Source: an optimization exercise on an open RTL-to-GDS flow (aim: small area, a short achievable clock period and few clock cycles). Production flows keep margins and buffers that such runs may drop. In this exercise RTL edits were held to simulation tests only and were not proved equivalent to the original. Power and IR drop assume default switching activity.

[flow/design.v]
module engine_div (
    input  wire [34:0] a,
    input  wire [34:0] b,
    input  wire        sub,
    output wire [35:0] sum
);
    assign sum = {1'b0, a} + {1'b0, (b ^ {35{sub}})} + {35'd0, sub};
endmodule
module stepper_engine (
    input  wire        clk,
    input  wire        rst,
    input  wire        tick_valid,
    output wire        tick_ready,
    input  wire        bus_valid,
    input  wire        bus_write,
    input  wire [7:0]  bus_addr,
    input  wire [31:0] bus_wdata,
    output wire        bus_ready,
    output reg         bus_rvalid,
    output reg  [31:0] bus_rdata,
    output wire        step_out,
    output wire        dir_out,
    output wire        ena_out
);
    localparam [1:0] RS_STOP = 2'd0, RS_ACCEL = 2'd1, RS_RUN = 2'd2, RS_DECEL = 2'd3;
    localparam [4:0] U_IDLE  = 5'd0,
                     U_EP1   = 5'd1,    
                     U_EP2   = 5'd2,    
                     U_EP3   = 5'd3,    
                     U_EP4   = 5'd4,    
                     U_NORM  = 5'd5,    
                     U_DIV   = 5'd6,    
                     U_MUL   = 5'd7,    
                     U_SQRT  = 5'd8,    
                     U_P0    = 5'd9,    
                     U_P1    = 5'd10,   
                     U_P2    = 5'd11,   
                     U_P3    = 5'd12,   
                     U_P4    = 5'd13,   
                     U_P5    = 5'd14,   
                     U_P6    = 5'd15,   
                     U_P7    = 5'd16,   
                     U_P8    = 5'd17,   
                     U_P9    = 5'd18,   
                     U_P10A  = 5'd19,   
                     U_P10B  = 5'd20,   
                     U_P11A  = 5'd21,   
                     U_P11B  = 5'd22,   
                     U_P12   = 5'd23,   
                     U_P12B  = 5'd24,   
                     U_P12C  = 5'd25,   
                     U_P12D  = 5'd26,   
                     U_P12E  = 5'd27,   
                     U_PEND  = 5'd28,   
                     U_EP5   = 5'd29;   
    localparam F_ARS = 0, F_AR = 1, F_ARS2 = 2, F_ASD2 = 3, F_ASD = 4, F_AACC = 5,
               F_AN = 6, F_AMSL = 7, F_BD = 8, F_BTR = 9, F_BREST = 10, F_BR = 11,
               F_BQ = 12, F_BST = 13, F_BDEC = 14, F_SUB = 15, F_MUL = 16, F_EP3 = 17,
               F_P1 = 18, F_IDLE = 19;
    function [19:0] ufl;
        input [4:0] s;
        begin
            ufl = 20'd0;
            case (s)
                U_IDLE:  ufl[F_IDLE] = 1'b1;
                U_EP1:   begin ufl[F_ASD2] = 1'b1; ufl[F_BREST] = 1'b1; end
                U_EP2, U_EP4, U_P11B:
                         begin ufl[F_BR] = 1'b1; ufl[F_SUB] = 1'b1; end
                U_EP3:   begin ufl[F_ASD] = 1'b1; ufl[F_BQ] = 1'b1; ufl[F_EP3] = 1'b1; end
                U_NORM, U_DIV:
                         begin ufl[F_ARS] = 1'b1; ufl[F_BD] = 1'b1; ufl[F_SUB] = 1'b1; end
                U_MUL:   begin ufl[F_AR] = 1'b1; ufl[F_BD] = 1'b1; ufl[F_MUL] = 1'b1; end
                U_SQRT:  begin ufl[F_ARS2] = 1'b1; ufl[F_BTR] = 1'b1; ufl[F_SUB] = 1'b1; end
                U_P1:    begin ufl[F_BST] = 1'b1; ufl[F_P1] = 1'b1; end
                U_P9:    begin ufl[F_AACC] = 1'b1; ufl[F_BDEC] = 1'b1; end
                U_P10B:  begin ufl[F_AMSL] = 1'b1; ufl[F_BQ] = 1'b1; ufl[F_SUB] = 1'b1; end
                U_P11A, U_P12D:
                         begin ufl[F_AN] = 1'b1; ufl[F_BQ] = 1'b1; ufl[F_SUB] = 1'b1; end
                U_P12E:  begin ufl[F_BQ] = 1'b1; ufl[F_SUB] = 1'b1; end
                default: ;
            endcase
        end
    endfunction
    reg        direction;
    reg [1:0]  run_state;
    reg [31:0] step_delay;
    reg [31:0] min_delay;
    reg [31:0] accel_count;
    reg [31:0] decel_start;
    reg [31:0] decel_val;
    reg [31:0] rest;
    reg [31:0] last_accel_delay;
    reg [31:0] step_count;
    reg        edge_parity;
    reg        running;
    reg [31:0] arg_steps;
    reg [31:0] arg_accel;
    reg [31:0] arg_decel;
    reg [31:0] arg_speed;
    reg [9:0]  tmr;
    reg        tmr_is1;
    reg        ch_en;
    reg        tim_en;
    reg        out_q;
    reg        ena_q;
    reg [4:0]  ustate;
    reg [19:0] uf;
    reg [4:0]  uret;      
    reg [4:0]  umret;     
    reg        rdy;       
    reg [33:0] R;
    reg [34:0] Q;
    reg [33:0] D;
    reg [5:0]  j;
    reg [5:0]  mk;
    reg        xneg;
    reg        qneg;
    reg        ovf_mode;
    reg        ovf;
    reg        dvalid;    
    reg        ep_go;     
    reg        p_go;      
    reg        sge_q;     
    reg        acnn_q;    
    reg        le_q;      
    assign step_out = out_q;
    assign dir_out  = direction;
    assign ena_out  = ena_q;
    assign tick_ready = rdy && !(ch_en && edge_parity && run_state[0] && tmr_is1 && !dvalid);
    assign bus_ready  = rdy;
    wire tick_acc = tick_valid && tick_ready;
    wire bus_acc  = bus_valid && rdy;
    wire wr_acc   = bus_acc && bus_write;
    wire rd_acc   = bus_acc && !bus_write;
    wire match    = tick_acc && ch_en && tmr_is1;
    wire step_now = match && edge_parity;
    wire cmd_wr   = wr_acc && (bus_addr == 8'h00);
    wire plan_ok  = !running && (arg_accel != 32'd0) && (arg_decel != 32'd0) &&
                    (arg_speed != 32'd0) && (arg_steps != 32'd0) &&
                    (arg_steps != 32'h8000_0000);
    wire plan_go  = cmd_wr && (bus_wdata == 32'd1) && plan_ok;
    wire n_is_one = (arg_steps == 32'd1) || (arg_steps == 32'hFFFF_FFFF);
    wire [31:0] sc_inc   = step_count + 32'd1;
    wire [31:0] ac_inc   = accel_count + 32'd1;
    wire        sc_ge_ds = ($signed(sc_inc) >= $signed(decel_start));
    wire        q_le_md  = ($signed(Q[31:0]) <= $signed(min_delay));
    wire        q_zero   = (Q[31:0] == 32'd0);
    wire [31:0] q_fix    = q_zero ? 32'd1 : Q[31:0];
    wire [34:0] Rs    = {R, Q[34]};
    wire [34:0] Rs2   = {1'b0, R[31:0], Q[27:26]};
    wire [34:0] trial = {17'd0, D[15:0], 2'b01};
    wire [34:0] add_a =
          ({35{uf[F_ARS]}}  & Rs)
        | ({35{uf[F_AR]}}   & {1'b0, R})
        | ({35{uf[F_ARS2]}} & Rs2)
        | ({35{uf[F_ASD2]}} & {{2{step_delay[31]}}, step_delay, 1'b0})
        | ({35{uf[F_ASD]}}  & {3'd0, step_delay})
        | ({35{uf[F_AACC]}} & {3'd0, arg_accel})
        | ({35{uf[F_AN]}}   & {3'd0, accel_count})
        | ({35{uf[F_AMSL]}} & {3'd0, decel_val});
    wire [34:0] add_b =
          ({35{uf[F_BD] && (!uf[F_MUL] || Q[0])}} & {1'b0, D})
        | ({35{uf[F_BTR]}}  & trial)
        | ({35{uf[F_BREST]}} & {{3{rest[31]}}, rest})
        | ({35{uf[F_BR]}}   & {R[33], R})
        | ({35{uf[F_BQ]}}   & {3'd0, Q[31:0]})
        | ({35{uf[F_BST]}}  & {3'd0, arg_steps})
        | ({35{uf[F_BDEC]}} & {3'd0, arg_decel});
    wire add_sub = uf[F_SUB] || (uf[F_EP3] && !(xneg ^ qneg)) || (uf[F_P1] && arg_steps[31]);
    wire [35:0] add_s;
    engine_div u_add (.a(add_a), .b(add_b), .sub(add_sub), .sum(add_s));
    wire ge = add_s[35];
    function [5:0] kmax;
        input [31:0] x;
        begin
            if      (x[31:28] != 4'd0) kmax = 6'd32;
            else if (x[27:24] != 4'd0) kmax = 6'd28;
            else if (x[23:20] != 4'd0) kmax = 6'd24;
            else if (x[19:16] != 4'd0) kmax = 6'd20;
            else if (x[15:12] != 4'd0) kmax = 6'd16;
            else if (x[11:8]  != 4'd0) kmax = 6'd12;
            else if (x[7:4]   != 4'd0) kmax = 6'd8;
            else                       kmax = 6'd4;
        end
    endfunction
    reg [31:0] rd_mux;
    always @(*) begin
        case (bus_addr)
            8'h04: rd_mux = {22'd0, 1'b0, out_q, ena_q, tim_en, ch_en,
                             edge_parity, direction, run_state, running};
            8'h08: rd_mux = arg_steps;
            8'h0C: rd_mux = arg_accel;
            8'h10: rd_mux = arg_decel;
            8'h14: rd_mux = arg_speed;
            8'h18: rd_mux = step_delay;
            8'h1C: rd_mux = min_delay;
            8'h20: rd_mux = accel_count;
            8'h24: rd_mux = decel_start;
            8'h28: rd_mux = decel_val;
            8'h2C: rd_mux = rest;
            8'h30: rd_mux = last_accel_delay;
            8'h34: rd_mux = step_count;
            default: rd_mux = 32'd0;
        endcase
    end
    reg [9:0] tmr_n;
    always @(*) begin
        tmr_n = tmr;
        if (tick_acc)
            tmr_n = match ? step_delay[9:0] : (tmr - 10'd1);
        if (ustate == U_P0 && n_is_one)
            tmr_n = 10'd200;
        if (ustate == U_P6)
            tmr_n = q_le_md ? min_delay[9:0] : Q[9:0];
    end
    task go;
        input [4:0] s;
        begin
            ustate <= s;
            uf     <= ufl(s);
        end
    endtask
    always @(posedge clk) begin
        if (rst) begin
            direction        <= 1'b0;
            run_state        <= RS_STOP;
            step_delay       <= 32'd0;
            min_delay        <= 32'd0;
            accel_count      <= 32'd0;
            decel_start      <= 32'd0;
            decel_val        <= 32'd0;
            rest             <= 32'd0;
            last_accel_delay <= 32'd0;
            step_count       <= 32'd0;
            edge_parity      <= 1'b0;
            running          <= 1'b0;
            arg_steps        <= 32'd0;
            arg_accel        <= 32'd0;
            arg_decel        <= 32'd0;
            arg_speed        <= 32'd0;
            tmr              <= 10'd0;
            tmr_is1          <= 1'b0;
            ch_en            <= 1'b0;
            tim_en           <= 1'b0;
            out_q            <= 1'b0;
            ena_q            <= 1'b0;
            bus_rvalid       <= 1'b0;
            bus_rdata        <= 32'd0;
            ustate           <= U_IDLE;
            uf               <= ufl(U_IDLE);
            uret             <= U_IDLE;
            umret            <= U_IDLE;
            rdy              <= 1'b1;
            R                <= 34'd0;
            Q                <= 35'd0;
            D                <= 34'd0;
            j                <= 6'd0;
            mk               <= 6'd0;
            xneg             <= 1'b0;
            qneg             <= 1'b0;
            ovf_mode         <= 1'b0;
            ovf              <= 1'b0;
            dvalid           <= 1'b0;
            ep_go            <= 1'b0;
            p_go             <= 1'b0;
            sge_q            <= 1'b0;
            acnn_q           <= 1'b0;
            le_q             <= 1'b0;
        end else begin
            bus_rvalid <= rd_acc;
            bus_rdata  <= rd_mux;
            tmr        <= tmr_n;
            tmr_is1    <= (tmr_n == 10'd1);
            sge_q  <= sc_ge_ds;
            acnn_q <= !ac_inc[31];
            ep_go  <= 1'b0;
            p_go   <= 1'b0;
            if (p_go)
                go(U_P0);
            else if (ep_go)
                go(U_EP1);
            else case (ustate)
                U_EP1: begin
                    R    <= add_s[33:0];
                    xneg <= add_s[34];
                    D    <= ac_inc[31] ? {~ac_inc, 2'b11} : {ac_inc, 2'b01};
                    qneg <= ac_inc[31];
                    Q    <= 35'd0;
                    j    <= 6'd0;
                    uret <= U_EP3;
                    go(add_s[34] ? U_EP2 : U_NORM);
                end
                U_EP2: begin
                    R <= add_s[33:0];
                    go(U_NORM);
                end
                U_EP3: begin
                    Q[31:0] <= add_s[31:0];
                    go(xneg ? U_EP4 : U_EP5);
                end
                U_EP4: begin
                    R <= add_s[33:0];
                    go(U_EP5);
                end
                U_EP5: begin
                    le_q   <= q_le_md;
                    dvalid <= 1'b1;
                    go(U_IDLE);
                end
                U_NORM: begin
                    if (ge) begin
                        if (ovf_mode && j == 6'd33) begin
                            ovf <= 1'b1;
                            go(uret);
                        end else begin
                            R <= {1'b0, R[33:1]};
                            Q <= {R[0], Q[34:1]};
                            j <= j + 6'd1;
                        end
                    end else if (j == 6'd0) begin
                        go(uret);
                    end else begin
                        R <= Rs[33:0];
                        Q <= {Q[33:0], 1'b0};
                        j <= j - 6'd1;
                        go((j == 6'd1) ? uret : U_DIV);
                    end
                end
                U_DIV: begin
                    R <= ge ? add_s[33:0] : Rs[33:0];
                    Q <= {Q[33:0], ge};
                    j <= j - 6'd1;
                    if (j == 6'd1)
                        go(uret);
                end
                U_MUL: begin
                    R <= add_s[34:1];
                    Q <= {add_s[0], Q[34:1]};
                    j <= j + 6'd1;
                    if (j + 6'd1 == mk)
                        go(umret);
                end
                U_SQRT: begin
                    R <= ge ? add_s[33:0] : Rs2[33:0];
                    D <= {D[32:0], ge};
                    Q <= {Q[32:0], 2'b00};
                    j <= j - 6'd1;
                    if (j == 6'd1)
                        go(U_P4);
                end
                U_P0: begin
                    if (n_is_one) begin
                        accel_count <= 32'hFFFF_FFFF;
                        run_state   <= RS_DECEL;
                        step_delay  <= 32'd200;
                        rdy         <= 1'b1;
                        go(U_EP1);
                    end else begin
                        go(U_P1);
                    end
                end
                U_P1: begin
                    accel_count <= add_s[31:0];            
                    R    <= 34'd10000;
                    Q    <= 35'd0;
                    D    <= {2'b00, arg_speed};
                    j    <= 6'd0;
                    uret <= U_P2;
                    go(U_NORM);
                end
                U_P2: begin
                    min_delay <= Q[31:0];
                    R    <= 34'd200000000;
                    Q    <= 35'd0;
                    D    <= {2'b00, arg_accel};
                    j    <= 6'd0;
                    uret <= U_P3;
                    go(U_NORM);
                end
                U_P3: begin
                    R <= 34'd0;
                    D <= 34'd0;
                    j <= 6'd14;
                    go(U_SQRT);
                end
                U_P4: begin
                    R     <= 34'd0;
                    Q     <= 35'd169;
                    j     <= 6'd0;
                    mk    <= 6'd8;
                    umret <= U_P5;
                    go(U_MUL);
                end
                U_P5: begin
                    D    <= 34'd250;
                    uret <= U_P6;
                    go(U_NORM);
                end
                U_P6: begin
                    if (q_le_md) begin
                        step_delay <= min_delay;
                        run_state  <= RS_RUN;
                    end else begin
                        step_delay <= Q[31:0];
                        run_state  <= RS_ACCEL;
                    end
                    R     <= 34'd0;
                    Q     <= {3'd0, arg_speed};
                    D     <= {2'b00, arg_speed};
                    j     <= 6'd0;
                    mk    <= kmax(arg_speed);
                    umret <= U_P7;
                    go(U_MUL);
                end
                U_P7: begin
                    D        <= {1'b0, arg_accel, 1'b0};
                    ovf_mode <= 1'b1;
                    ovf      <= 1'b0;
                    uret     <= U_P8;
                    go(U_NORM);
                end
                U_P8: begin
                    decel_val <= q_fix;                    
                    ovf_mode  <= 1'b0;
                    R     <= 34'd0;
                    Q     <= {3'd0, accel_count};
                    D     <= {2'b00, arg_decel};
                    j     <= 6'd0;
                    mk    <= kmax(accel_count);
                    umret <= U_P9;
                    go(U_MUL);
                end
                U_P9: begin
                    D    <= add_s[33:0];
                    uret <= U_P10A;
                    go(U_NORM);
                end
                U_P10A: begin
                    Q[31:0]     <= q_fix;
                    decel_start <= q_fix;                  
                    go(U_P10B);
                end
                U_P10B: begin
                    go((ovf || ge) ? U_P11A : U_P12);
                end
                U_P11A: begin
                    R <= add_s[33:0];                      
                    go(U_P11B);
                end
                U_P11B: begin
                    decel_val <= add_s[31:0];
                    go(U_PEND);
                end
                U_P12: begin
                    R     <= 34'd0;
                    Q     <= {3'd0, decel_val};
                    D     <= {2'b00, arg_accel};
                    j     <= 6'd0;
                    mk    <= kmax(decel_val);
                    umret <= U_P12B;
                    go(U_MUL);
                end
                U_P12B: begin
                    D    <= {2'b00, arg_decel};
                    uret <= U_P12C;
                    go(U_NORM);
                end
                U_P12C: begin
                    Q[31:0] <= q_fix;
                    go(U_P12D);
                end
                U_P12D: begin
                    decel_start <= add_s[31:0];
                    go(U_P12E);
                end
                U_P12E: begin
                    decel_val <= add_s[31:0];
                    go(U_PEND);
                end
                U_PEND: begin
                    accel_count <= 32'd0;
                    rdy         <= 1'b1;
                    go(U_EP1);
                end
                default: ;
            endcase
            if (match) begin
                out_q       <= ~out_q;
                edge_parity <= ~edge_parity;
            end
            if (step_now) begin
                dvalid <= 1'b0;
                case (run_state)
                    RS_STOP: begin
                        step_count  <= 32'd0;
                        rest        <= 32'd0;
                        accel_count <= 32'd0;
                        ch_en       <= 1'b0;
                        running     <= 1'b0;
                    end
                    RS_RUN: begin
                        step_count <= sc_inc;
                        if (sge_q) begin
                            accel_count <= decel_val;
                            step_delay  <= last_accel_delay;
                            run_state   <= RS_DECEL;
                        end else begin
                            step_delay  <= min_delay;
                        end
                        ep_go <= 1'b1;
                    end
                    default: begin
                        step_count  <= sc_inc;
                        accel_count <= ac_inc;
                        rest        <= R[31:0];
                        step_delay  <= Q[31:0];
                        if (run_state == RS_ACCEL) begin
                            if (sge_q) begin
                                accel_count <= decel_val;
                                run_state   <= RS_DECEL;
                            end else if (le_q) begin
                                last_accel_delay <= Q[31:0];
                                step_delay       <= min_delay;
                                rest             <= 32'd0;
                                run_state        <= RS_RUN;
                            end
                        end else if (acnn_q) begin
                            run_state <= RS_STOP;
                        end
                        ep_go <= 1'b1;
                    end
                endcase
            end
            if (wr_acc) begin
                case (bus_addr)
                    8'h00: if (bus_wdata == 32'd2) run_state <= RS_STOP;
                    8'h08: arg_steps <= bus_wdata;
                    8'h0C: arg_accel <= bus_wdata;
                    8'h10: arg_decel <= bus_wdata;
                    8'h14: arg_speed <= bus_wdata;
                    default: ;
                endcase
            end
            if (plan_go) begin
                direction <= arg_steps[31];
                running   <= 1'b1;
                ch_en     <= 1'b1;
                ena_q     <= 1'b1;
                tim_en    <= 1'b1;
                rdy       <= 1'b0;
                dvalid    <= 1'b0;
                p_go      <= 1'b1;
            end
        end
    end
endmodule
[flow/constraint.sdc]
create_clock -name core_clock -period 20.0 [get_ports {clk}]
set_input_delay 4.0000 -clock core_clock [delete_from_list [all_inputs] [get_ports {clk}]]
set_output_delay 4.0000 -clock core_clock [all_outputs]
set_load 0.01 [all_outputs]
[flow/config.mk]
export PLATFORM = sky130hd
export DESIGN_NAME = stepper_engine
export DESIGN_NICKNAME = stepper_engine
export VERILOG_FILES = /design/flow/design.v
export SDC_FILE = /design/flow/constraint.sdc
export NUM_CORES = 4
export LEC_CHECK = 0
export CAP_MARGIN = 20
export CORE_MARGIN = 2
export CORE_UTILIZATION = 30
export SLEW_MARGIN = 20
[flow/run.sh]
#!/bin/bash
# synth_recipe.tcl (not shown) runs the flow's synth.tcl, then flattens the netlist and writes it again
# the make line also repeats each setting of config.mk as NAME=value (left out here)
make -C /OpenROAD-flow-scripts/flow DESIGN_CONFIG=/design/flow/config.mk WORK_HOME=/design/flow/orfs CLKGATE_MAP_FILE= SYNTH_SCRIPT=/design/flow/synth_recipe.tcl finish
==> impl_metrics.tcl, run 1 <==
set metrics [dict create \
    status "no timing/DRC/antenna violations" \
    ctsRootBufferMaster "clkbuf_16" \
    leakagePower_nw 15.6 \
    port_buffers 82 \
    synth_area_mm2 0.0410 \
    worstSetupStartpointType "flop" \
    synth_top_area_cell "dfxtp_1" \
    antenna_found_initial 31 \
    synthCells 5507 \
    min_path_type "flop to flop" \
    htreeDepth 3 \
    rsz0062_at_grt "no" \
    critPathLaunch "uf[9]$_SDFFE_PP0P_" \
    slowest_stage "dfxtp_2" \
    vias 51400 \
    ys_seq_area_frac 0.297 \
    reg2reg_from "uf[9]$_SDFFE_PP0P_" \
    drtIter0Drc 11500 \
    avgSynthCellArea_um2 7.44 \
    hold_viol 0 \
    synth_top_cell_area_share 0.297 \
    fp.dieH_um 374 \
    crit_required_ns 20.53 \
    r2r-end "Q[25]$_SDFFE_PP0P_" \
    rows 135 \
    ctsHoldBuffers 0 \
    ctsResizeCount 0 \
    die_area_mm2 0.140 \
    drv_cap 0 \
    ir_drop_mv 0.101 \
    routabilityCongestion 1.12 \
    cts_tree "built" \
    routed_via_density 7.13 \
    clk_pin_slew_ns 0.06 \
    area_delta_synth_final_pct 13.7 \
    min_period_over_period 0.380 \
    final_cells 7210 \
    post_cts_buffers 0 \
    drt_wl_total_um 273000 \
    synth-main-ff-cell "dfxtp_1" \
    r2r_cells 18 \
    cts_buffer_depth 3 \
    async_reset_ff_frac 0 \
    path_class "flop to flop" \
    yosysMostFrequentCell "nand2_1" \
    fin_skew_ns 0.0284 \
    power_density_mw_per_mm2 134 \
    dpl.hpwl_um 189000 \
    path_cells "buf_4 -> a22oi_1 -> nand3_1 -> a21oi_1 -> xor2_1 -> ha_1 -> nand2_1 -> o21ai_0 -> nor3_1 -> o21ai_0 -> a21oi_1 -> a21o_1 -> nand2_2 -> buf_4 -> buf_4 -> mux2_2 -> a221oi_1 -> a211oi_1" \
    synth_edf_count 0 \
    tightest_slew_ns 1.41 \
    grt_pass1_vias 45900 \
    yosys-top-cells-count "777 x nand2_1, 608 x dfxtp_1, 578 x a21oi_1" \
    ios 83 \
    grt-ovfl-total 0 \
    cpPeakStageDelay_ns 0.89 \
    slew_headroom 0.0565 \
    start_util 0.302 \
    crit_path_frequent_cell "buf_4" \
    max_freq_mhz 132 \
    grt_max_degree 87 \
    clock_latency_ns 0.70 \
    slew_viol_final 0 \
    yosysWarnings 1 \
    critical_path_arrival_ns 8.12 \
    cp_max_fo 45 \
    tns_ns 0 \
    ys_seq_elements 608 \
    drive_gt1_frac 0.0947 \
    setup_viol 0 \
    finalPower_mw 6.24 \
    synth_cell_type_count 98 \
    drc 0 \
    ys_top_cells_by_area "dfxtp_1 30%, nand2_1 7.1%, a21oi_1 7.1%" \
    wl_per_cell_um 37.9 \
    gr-usage-all-layers 0.372 \
    num-nets-final 5515 \
    cts_buffers 76 \
    cp-endpoint "Q[25]$_SDFFE_PP0P_" \
    antenna_left 0 \
    cts_sinks 608 \
    core_mm2 0.135 \
    end_kind "flop" \
    hold_ws_ns 0.479 \
    place_inst 7053 \
    grt_first_pass_wirelength_um 373000 \
    r2r_slack_ns 12.40 \
    fp.dieW_um 374 \
    fin_crit_ns 7.60 \
    drtPass1Iterations 15 \
    syn_nets 5671 \
]
-- power breakdown --
part / switching [mW] / internal, mW
clock network: 0.639 / 0.832
registers: 0.208 / 1.32
logic: 2.34 / 0.898
-- per-layer routing --
| metal | GRT usage | part of all wire | vias to the layer above |
|---|---|---|---|
| met2 | 0.493 | 0.37 | 5002 |
| met3 | 0.203 | 0.17 | 1367 |
| li1 | - | - | 20500 |
| met4 | 0.257 | 0.091 | 38 |
| met5 | 0.0165 | 0.0019 | - |
| met1 | 0.450 | 0.36 | 24500 |
-- state kept, by name (all words and copies together), names as in the netlist, 10 cells and up, named ones only --
| register | flops |
|---|---|
| D | 34 |
| Q | 35 |
| R | 34 |
| accel_count | 32 |
| arg_accel | 32 |
| arg_decel | 32 |
| arg_speed | 32 |
| arg_steps | 32 |
| bus_rdata | 32 |
| decel_start | 32 |
| decel_val | 32 |
| last_accel_delay | 32 |
| min_delay | 32 |
| rest | 32 |
| step_count | 32 |
| step_delay | 32 |
| tmr | 10 |
| uf | 13 |
-- cell type report --
| type | count | area [µm²] |
|---|---|---|
| Antenna cell | 21 | 52.6 |
| Multi-Input combinational cell | 4225 | 26500 |
| Clock inverter | 33 | 404 |
| Fill cell | 14300 | 88900 |
| Timing Repair Buffer | 326 | 2660 |
| Inverter | 114 | 428 |
| Sequential cell | 608 | 12200 |
| Clock buffer | 102 | 2100 |
| Tap cell | 1781 | 2230 |
-- layout by cell type, fill, tap and decap left out, types with 58 or more instances in the layout --
| cell type | Yosys | final |
|---|---|---|
| a211oi_1 | 60 | 59 |
| a21oi_1 | 578 | 576 |
| a221oi_1 | 161 | 161 |
| a222oi_1 | 110 | 110 |
| a22o_1 | 104 | 104 |
| a22oi_1 | 337 | 337 |
| a31oi_1 | 75 | 74 |
| buf_4 | 1 | 242 |
| clkbuf_16 | 0 | 77 |
| clkdlybuf4s50_1 | 0 | 81 |
| dfxtp_1 | 608 | 603 |
| ha_1 | 118 | 118 |
| inv_1 | 110 | 110 |
| nand2_1 | 777 | 774 |
| nand3_1 | 156 | 154 |
| nand4_1 | 84 | 84 |
| nor2_1 | 390 | 363 |
| nor3_1 | 68 | 65 |
| nor4_1 | 60 | 58 |
| o21ai_0 | 243 | 243 |
| o22ai_1 | 76 | 76 |
| xnor2_1 | 66 | 62 |
| xor2_1 | 107 | 104 |
-- cell families after synthesis --
group | after synthesis | synth area share
compound gates | 2079 | 0.349
flops | 608 | 0.297
simple gates | 1767 | 0.196
xor+xnor | 173 | 0.0370
buf+inv | 674 | 0.0629
fa+ha+maj | 119 | 0.0365
mux | 87 | 0.0222
-- critical path, delay by kind of cell (launching register included) --
kind	cells	cell delay, ns
AO/OA/AOI/OAI	8	3.10
multiplexers	1	0.39
buffers and inverters	3	1.77
AND/OR/NAND/NOR	4	0.43
flip-flops	1	0.89
XOR/XNOR	1	0.20
adder cells (fa/ha/maj)	1	0.47
-- per-stage QoR --
| step | cell area, µm² | setup slack (ns) | util |
|---|---|---|---|
| floorplan | 41000 | 13.72 | - |
| global route | 46500 | 12.71 | 0.343 |
| global placement | 44000 | 12.82 | 0.324 |
| finish | 46600 | 12.40 | 0.344 |
| detailed placement | 44000 | 12.85 | 0.325 |
| CTS | 46500 | 13.13 | 0.343 |
-- worst min path at each step --
stage / startpoint / to / slack [ns] / cells after the start
after CTS: rest[8]$_SDFFE_PP0P_ / rest[8]$_SDFFE_PP0P_ / 0.47 / 2
after global placement: rest[8]$_SDFFE_PP0P_ / rest[8]$_SDFFE_PP0P_ / 0.46 / 2
after detailed placement: rest[8]$_SDFFE_PP0P_ / rest[8]$_SDFFE_PP0P_ / 0.47 / 2
after global routing: rest[11]$_SDFFE_PP0P_ / rest[11]$_SDFFE_PP0P_ / 0.50 / 2
final: rest[8]$_SDFFE_PP0P_ / rest[8]$_SDFFE_PP0P_ / 0.48 / 2
after floorplan: flop / uf[8]$_SDFFE_PP0P_ / 0.43 / 2
Testbench counts, summed over its fixed seeds: cycles 364,504.
==> inputs of run 2 (changes only) <==
--- a/flow/design.v
+++ b/flow/design.v
@@ -108,6 +108,7 @@
     reg [4:0]  uret;      
     reg [4:0]  umret;     
     reg        rdy;       
+    reg        trdy;      
     reg [33:0] R;
     reg [34:0] Q;
     reg [33:0] D;
@@ -126,7 +127,10 @@
     assign step_out = out_q;
     assign dir_out  = direction;
     assign ena_out  = ena_q;
-    assign tick_ready = rdy && !(ch_en && edge_parity && run_state[0] && tmr_is1 && !dvalid);
+    reg        tr_q;
+    reg [1:0]  rs_n;
+    reg        par_n, che_n, rdy_n, trdy_n, dv_n;
+    assign tick_ready = tr_q;
     assign bus_ready  = rdy;
     wire tick_acc = tick_valid && tick_ready;
     wire bus_acc  = bus_valid && rdy;
@@ -140,10 +144,43 @@
                     (arg_steps != 32'h8000_0000);
     wire plan_go  = cmd_wr && (bus_wdata == 32'd1) && plan_ok;
     wire n_is_one = (arg_steps == 32'd1) || (arg_steps == 32'hFFFF_FFFF);
-    wire [31:0] sc_inc   = step_count + 32'd1;
-    wire [31:0] ac_inc   = accel_count + 32'd1;
-    wire        sc_ge_ds = ($signed(sc_inc) >= $signed(decel_start));
-    wire        q_le_md  = ($signed(Q[31:0]) <= $signed(min_delay));
+    function [31:0] inc32;
+        input [31:0] x;
+        integer k, i;
+        reg [8:0] cb;      
+        reg       c;
+        begin
+            cb[0] = 1'b1;
+            for (k = 0; k < 8; k = k + 1)
+                cb[k+1] = cb[k] & (&x[4*k +: 4]);
+            for (k = 0; k < 8; k = k + 1) begin
+                c = cb[k];
+                for (i = 0; i < 4; i = i + 1) begin
+                    inc32[4*k+i] = x[4*k+i] ^ c;
+                    c = c & x[4*k+i];
+                end
+            end
+        end
+    endfunction
+    wire [31:0] sc_inc   = inc32(step_count);
+    wire [31:0] ac_inc   = inc32(accel_count);
+    function ge32s;
+        input [31:0] a;
+        input [31:0] b;
+        integer k;
+        reg [31:0] ua, ub;
+        reg r;
+        begin
+            ua = a ^ 32'h8000_0000;
+            ub = b ^ 32'h8000_0000;
+            r  = (ua[3:0] >= ub[3:0]);
+            for (k = 1; k < 8; k = k + 1)
+                r = (ua[4*k +: 4] > ub[4*k +: 4]) || ((ua[4*k +: 4] == ub[4*k +: 4]) && r);
+            ge32s = r;
+        end
+    endfunction
+    wire        sc_ge_ds = ge32s(sc_inc, decel_start);
+    wire        q_le_md  = ge32s(min_delay, Q[31:0]);
     wire        q_zero   = (Q[31:0] == 32'd0);
     wire [31:0] q_fix    = q_zero ? 32'd1 : Q[31:0];
     wire [34:0] Rs    = {R, Q[34]};
@@ -245,12 +282,15 @@
             out_q            <= 1'b0;
             ena_q            <= 1'b0;
             bus_rvalid       <= 1'b0;
-            bus_rdata        <= 32'd0;
             ustate           <= U_IDLE;
             uf               <= ufl(U_IDLE);
+            rdy              <= 1'b1;
+            trdy             <= 1'b1;
+            tr_q             <= 1'b1;
+            ovf_mode         <= 1'b0;
+            bus_rdata        <= 32'd0;
             uret             <= U_IDLE;
             umret            <= U_IDLE;
-            rdy              <= 1'b1;
             R                <= 34'd0;
             Q                <= 35'd0;
             D                <= 34'd0;
@@ -258,15 +298,20 @@
             mk               <= 6'd0;
             xneg             <= 1'b0;
             qneg             <= 1'b0;
-            ovf_mode         <= 1'b0;
             ovf              <= 1'b0;
-            dvalid           <= 1'b0;
-            ep_go            <= 1'b0;
-            p_go             <= 1'b0;
             sge_q            <= 1'b0;
             acnn_q           <= 1'b0;
             le_q             <= 1'b0;
+            dvalid           <= 1'b0;
+            ep_go            <= 1'b0;
+            p_go             <= 1'b0;
         end else begin
+            rs_n   = run_state;
+            par_n  = edge_parity;
+            che_n  = ch_en;
+            rdy_n  = rdy;
+            trdy_n = trdy;
+            dv_n   = dvalid;
             bus_rvalid <= rd_acc;
             bus_rdata  <= rd_mux;
             tmr        <= tmr_n;
@@ -304,7 +349,7 @@
                 end
                 U_EP5: begin
                     le_q   <= q_le_md;
-                    dvalid <= 1'b1;
+                    dv_n  = 1'b1;
                     go(U_IDLE);
                 end
                 U_NORM: begin
@@ -337,7 +382,9 @@
                     R <= add_s[34:1];
                     Q <= {add_s[0], Q[34:1]};
                     j <= j + 6'd1;
-                    if (j + 6'd1 == mk)
+                    if (j == 6'd0)
+                        mk <= kmax(Q[31:0]);
+                    else if (j + 6'd1 == mk)
                         go(umret);
                 end
                 U_SQRT: begin
@@ -351,9 +398,10 @@
                 U_P0: begin
                     if (n_is_one) begin
                         accel_count <= 32'hFFFF_FFFF;
-                        run_state   <= RS_DECEL;
+                        rs_n    = RS_DECEL;
                         step_delay  <= 32'd200;
-                        rdy         <= 1'b1;
+                        rdy_n          = 1'b1;
+                        trdy_n         = 1'b1;
                         go(U_EP1);
                     end else begin
                         go(U_P1);
@@ -387,7 +435,6 @@
                     R     <= 34'd0;
                     Q     <= 35'd169;
                     j     <= 6'd0;
-                    mk    <= 6'd8;
                     umret <= U_P5;
                     go(U_MUL);
                 end
@@ -399,16 +446,16 @@
                 U_P6: begin
                     if (q_le_md) begin
                         step_delay <= min_delay;
-                        run_state  <= RS_RUN;
+                        rs_n   = RS_RUN;
                     end else begin
                         step_delay <= Q[31:0];
-                        run_state  <= RS_ACCEL;
+                        rs_n   = RS_ACCEL;
                     end
+                    trdy_n   = 1'b1;
                     R     <= 34'd0;
                     Q     <= {3'd0, arg_speed};
                     D     <= {2'b00, arg_speed};
                     j     <= 6'd0;
-                    mk    <= kmax(arg_speed);
                     umret <= U_P7;
                     go(U_MUL);
                 end
@@ -426,7 +473,6 @@
                     Q     <= {3'd0, accel_count};
                     D     <= {2'b00, arg_decel};
                     j     <= 6'd0;
-                    mk    <= kmax(accel_count);
                     umret <= U_P9;
                     go(U_MUL);
                 end
@@ -456,7 +502,6 @@
                     Q     <= {3'd0, decel_val};
                     D     <= {2'b00, arg_accel};
                     j     <= 6'd0;
-                    mk    <= kmax(decel_val);
                     umret <= U_P12B;
                     go(U_MUL);
                 end
@@ -479,23 +524,23 @@
                 end
                 U_PEND: begin
                     accel_count <= 32'd0;
-                    rdy         <= 1'b1;
+                    rdy_n          = 1'b1;
                     go(U_EP1);
                 end
                 default: ;
             endcase
             if (match) begin
                 out_q       <= ~out_q;
-                edge_parity <= ~edge_parity;
+                par_n  = ~edge_parity;
             end
             if (step_now) begin
-                dvalid <= 1'b0;
+                dv_n  = 1'b0;
                 case (run_state)
                     RS_STOP: begin
                         step_count  <= 32'd0;
                         rest        <= 32'd0;
                         accel_count <= 32'd0;
-                        ch_en       <= 1'b0;
+                        che_n        = 1'b0;
                         running     <= 1'b0;
                     end
                     RS_RUN: begin
@@ -503,7 +548,7 @@
                         if (sge_q) begin
                             accel_count <= decel_val;
                             step_delay  <= last_accel_delay;
-                            run_state   <= RS_DECEL;
+                            rs_n    = RS_DECEL;
                         end else begin
                             step_delay  <= min_delay;
                         end
@@ -517,15 +562,15 @@
                         if (run_state == RS_ACCEL) begin
                             if (sge_q) begin
                                 accel_count <= decel_val;
-                                run_state   <= RS_DECEL;
+                                rs_n    = RS_DECEL;
                             end else if (le_q) begin
                                 last_accel_delay <= Q[31:0];
                                 step_delay       <= min_delay;
                                 rest             <= 32'd0;
-                                run_state        <= RS_RUN;
+                                rs_n         = RS_RUN;
                             end
                         end else if (acnn_q) begin
-                            run_state <= RS_STOP;
+                            rs_n  = RS_STOP;
                         end
                         ep_go <= 1'b1;
                     end
@@ -533,7 +578,7 @@
             end
             if (wr_acc) begin
                 case (bus_addr)
-                    8'h00: if (bus_wdata == 32'd2) run_state <= RS_STOP;
+                    8'h00: if (bus_wdata == 32'd2) rs_n  = RS_STOP;
                     8'h08: arg_steps <= bus_wdata;
                     8'h0C: arg_accel <= bus_wdata;
                     8'h10: arg_decel <= bus_wdata;
@@ -544,13 +589,22 @@
             if (plan_go) begin
                 direction <= arg_steps[31];
                 running   <= 1'b1;
-                ch_en     <= 1'b1;
+                che_n      = 1'b1;
                 ena_q     <= 1'b1;
                 tim_en    <= 1'b1;
-                rdy       <= 1'b0;
-                dvalid    <= 1'b0;
+                rdy_n        = 1'b0;
+                trdy_n       = 1'b0;
+                dv_n     = 1'b0;
                 p_go      <= 1'b1;
             end
+            run_state   <= rs_n;
+            edge_parity <= par_n;
+            ch_en       <= che_n;
+            rdy         <= rdy_n;
+            trdy        <= trdy_n;
+            dvalid      <= dv_n;
+            tr_q <= trdy_n && !(che_n && par_n && (tmr_n == 10'd1) &&
+                                (!rdy_n || (rs_n[0] && !dv_n)));
         end
     end
 endmodule
==> flow/flow/run.sh (new file) <==
#!/bin/bash
# Standard layout (the standard.sh: standard synthesis, floorplan, placement,
# CTS, routing), with the timing repair pushed harder:
#  - the repair aims for a slack margin well below the 20 ns period, since the
#    design's paths are far shorter than the period and would otherwise be left
#    with the slow gates abc picked;
#  - the repair may change a gate's footprint when it resizes it;
#  - ports are buffered with buf_2 instead of the default delay buffer.
# make's output goes to standard_make.log; each ORFS step also logs under orfs/logs.
set -euo pipefail
export SETUP_SLACK_MARGIN=14.3
bash standard.sh MATCH_CELL_FOOTPRINT=0 "BUFFER_PORTS_ARGS=-buffer_cell sky130_fd_sc_hd__buf_2" finish > standard_make.log 2>&1
==> flow/standard.sh (new file) <==
#!/bin/bash
# synth_recipe.tcl (not shown) runs the flow's synth.tcl, then flattens the netlist and writes it again
# the make line also repeats each setting of config.mk as NAME=value (left out here)
make -C /OpenROAD-flow-scripts/flow DESIGN_CONFIG=/design/flow/config.mk WORK_HOME=/design/flow/orfs CLKGATE_MAP_FILE= SYNTH_SCRIPT=/design/flow/synth_recipe.tcl "${@:-finish}"
--- a/flow/config.mk
+++ b/flow/config.mk
@@ -7,5 +7,9 @@
 export LEC_CHECK = 0
 export CAP_MARGIN = 20
 export CORE_MARGIN = 2
-export CORE_UTILIZATION = 30
+export CORE_UTILIZATION = 40
+export CTS_CLUSTER_DIAMETER = 80
+export CTS_CLUSTER_SIZE = 20
+export PLACE_DENSITY = 0.5
 export SLEW_MARGIN = 20
+export TNS_END_PERCENT = 100
removed: flow/run.sh
==> impl_metrics.tcl, run 2 <==
set metrics [dict create \
    status "failed layout checks" \
    checkFailReasons "max-capacitance violations, max-slew violations" \
    routabilityCongestion 1.03 \
    grt_first_pass_wirelength_um 353000 \
    min_path_type "flop to flop" \
    drc 0 \
    core_mm2 0.102 \
    clock_latency_ns 0.71 \
    routed_via_density 7.40 \
    async_reset_ff_frac 0 \
    final_cells 6740 \
    regMostFlops "Q" \
    path_class "flop to flop" \
    cts_sinks 611 \
    ys_top_cells_by_area "dfxtp_1 30%, nand2_1 7.8%, a21oi_1 7.3%" \
    hold_start "last_accel_delay[18]$_SDFFE_PP0P_" \
    area_delta_synth_final_pct 10.8 \
    drtIter0Drc 9536 \
    num-nets-final 5543 \
    ys_seq_area_frac 0.299 \
    cts_tree "built" \
    gr-usage-all-layers 0.470 \
    power_density_mw_per_mm2 116 \
    yosys-top-cells-count "845 x nand2_1, 611 x dfxtp_1, 599 x a21oi_1" \
    r2r_slack_ns 13.98 \
    synth_area_mm2 0.0409 \
    slew_viol_final 4 \
    synth_top_area_cell "dfxtp_1" \
    grt_max_degree 85 \
    fin_util 0.446 \
    layout_common_cells "836 x nand2_1, 601 x dfxtp_1, 586 x a21oi_1, 390 x nor2_1, 342 x a22oi_1" \
    largest_reg_flops 35 \
    drv_cap 1 \
    cts_buffers 48 \
    ys_seq_elements 611 \
    drt_wl_total_um 258000 \
    whs_path_depth 2 \
    setup_viol 0 \
    fp.dieW_um 324 \
    synth_top_cell_area_share 0.299 \
    ctsRootBufferMaster "clkbuf_16" \
    port_buffers 82 \
    place_inst 6629 \
    clk_pin_slew_ns 0.09 \
    critical_path_arrival_ns 6.60 \
    drive_gt1_frac 0.104 \
    synth-main-ff-cell "dfxtp_1" \
    drtPass1Iterations 14 \
    hold_end "last_accel_delay[18]$_SDFFE_PP0P_" \
    ctsHoldBuffers 0 \
    antenna_left 0 \
    tns_ns 0 \
    synth_cell_type_count 94 \
    slew_headroom -0.258 \
    r2r-end "tr_q$_SDFF_PP1_" \
    avgSynthCellArea_um2 7.42 \
    r2r_cells 13 \
    antenna_found_initial 15 \
    max_freq_mhz 166 \
    synth_edf_count 0 \
    htreeDepth 2 \
    rsz0062_at_grt "yes" \
    fin_crit_ns 6.02 \
    crit_required_ns 20.58 \
    fillCellCount 10600 \
    reg2reg_from "Q[30]$_SDFFE_PP0P_" \
    die_area_mm2 0.105 \
    hold_viol 0 \
    finalPower_mw 5.27 \
    ir_drop_mv 0.159 \
    synthCells 5514 \
    mostFrequentLayoutCell "nand2_1" \
    fp.dieH_um 324 \
    dpl.hpwl_um 177000 \
    worstSetupStartpointType "flop" \
    yosysMostFrequentCell "nand2_1" \
    tightest_slew_ns 1.89 \
    rows 117 \
    largestRegisters "Q (35), D (34), R (34)" \
    vias 49900 \
    cts_buffer_depth 3 \
    end_kind "flop" \
    min_period_over_period 0.301 \
    grt_pass1_vias 44700 \
    wl_per_cell_um 38.3 \
    ios 83 \
    yosysWarnings 1 \
    leakagePower_nw 15.6 \
    grt-ovfl-total 0 \
    syn_nets 5725 \
    start_util 0.403 \
    fin_skew_ns 0.0428 \
    cp_max_fo 13 \
]
-- run 2: changes by cell type after synthesis, moves of 24 or more --
cell / previous run / this run
nor2_1: 390 / 423
a211oi_1: 60 / 93
o211ai_1: 30 / 61
and3_1: 49 / 25
xnor2_1: 66 / 41
a22o_1: 104 / 130
nand2_1: 777 / 845
nand3_1: 156 / 107
xor2_1: 107 / 83
ha_1: 118 / 165
-- run 2: worst max path at each step --
stage                                   from                         to  cells after the start
after floorplan                  bus_addr[2]            tr_q$_SDFF_PP1_                      7
after global routing           bus_wdata[14]            tr_q$_SDFF_PP1_                      9
after global placement            tick_valid  step_delay[30]$_SDFF_PP0_                      9
after detailed placement          tick_valid  step_delay[30]$_SDFF_PP0_                      9
after CTS                       bus_wdata[9]            tr_q$_SDFF_PP1_                      9
final                     Q[30]$_SDFFE_PP0P_            tr_q$_SDFF_PP1_                     13
-- run 2: cell type report --
class,count,area [µm²],area share
Antenna cell,8,20.0,0.000442
Clock buffer,52,1240,0.0273
Clock inverter,30,325,0.00718
Inverter,118,445,0.00984
Multi-Input combinational cell,4249,27000,0.595
Sequential cell,611,12200,0.270
Tap cell,1368,1710,0.0378
Timing Repair Buffer,304,2340,0.0516
-- run 2: routing by layer --
layer	GRT usage	wire, µm	vias to the layer above
met1	0.602	97000	24000
met2	0.631	98100	4358
met4	0.305	21000	24
li1	-	-	20400
met3	0.208	41900	1122
met5	0.0130	512	-
-- run 2: cell families after synthesis --
family                   share of synthesized area
adder cells (fa/ha/maj)                     0.0510
XOR/XNOR                                    0.0270
multiplexers                                0.0138
flip-flops                                   0.299
buffers and inverters                       0.0620
AO/OA/AOI/OAI                                0.357
AND/OR/NAND/NOR                              0.190
-- run 2: through the flow --
stage,hold WS [ns],cell area (µm²),setup WS [ns]
global placement,0.461,42900,12.45
finish,0.477,45300,13.98
global route,0.490,45300,14.03
CTS,0.475,44900,14.09
detailed placement,0.463,42900,12.40
floorplan,0.422,40900,13.83
-- run 2: power breakdown --
group	total (mW)	internal (mW)	leakage, nW	switching (mW)
Combinational	2.64	0.711	9.89	1.93
Sequential	1.55	1.32	4.95	0.232
Clock	1.07	0.483	0.765	0.587
Total	5.27	2.52	15.6	2.75
-- run 2: what timing repair did --
action,in CTS,in global routing
hold endpoints to repair,0,0
gates cloned,0,4
setup buffers,6,10
endpoints found under the setup margin,394,264
gates resized for setup,94,55
pin swaps,13,19
-- run 2: critical path, cell delays in order (launching register included) --
cell and delay [ns]:
dfxtp_1 0.81, inv_1 0.26, ha_1 0.40, nand4_1 0.17, nor2_1 0.82, and4_1 0.78, o31ai_2 0.41, buf_4 0.35
nand2_1 0.43, buf_4 0.42, o211ai_1 0.24, nor2_1 0.13, nand4b_1 0.19, o41a_1 0.44
Testbench counts of run 2, summed over its fixed seeds: cycles 360,306.

## static timing again, ports no longer ideal
No port has a modelled driver above. Below, the same layouts with a new extraction and two added sets of constraints.
Step 1: set_driving_cell puts a clkbuf_16 on clk and a buf_2 on each other input, an assumption about the parent block.
Step 2 adds t to the input delays and takes it off the output delays; t is the mean of the earliest and latest rising clock arrival at the registers after step 1. Input paths then give back, and output paths get back, about the clock's delay inside the block.
Three values: no drivers, after step 1, after step 2; two values: the first two.
| run | t, ns | setup WS [ns] | latest minus earliest clock arrival (ns) | worst slew at a driven data input, ns |
|---|---|---|---|---|
| run 1 | 0.772 | 12.403 / 12.403 / 12.403 | 0.033 / 0.032 | 0.08 |
| run 2 | 0.757 | 13.977 / 13.977 / 13.293 | 0.043 / 0.042 | 0.12 |
For run 2, which loses most, drivers alone change the setup slack by 0.000 ns; drivers and shift together by -0.684 ns.
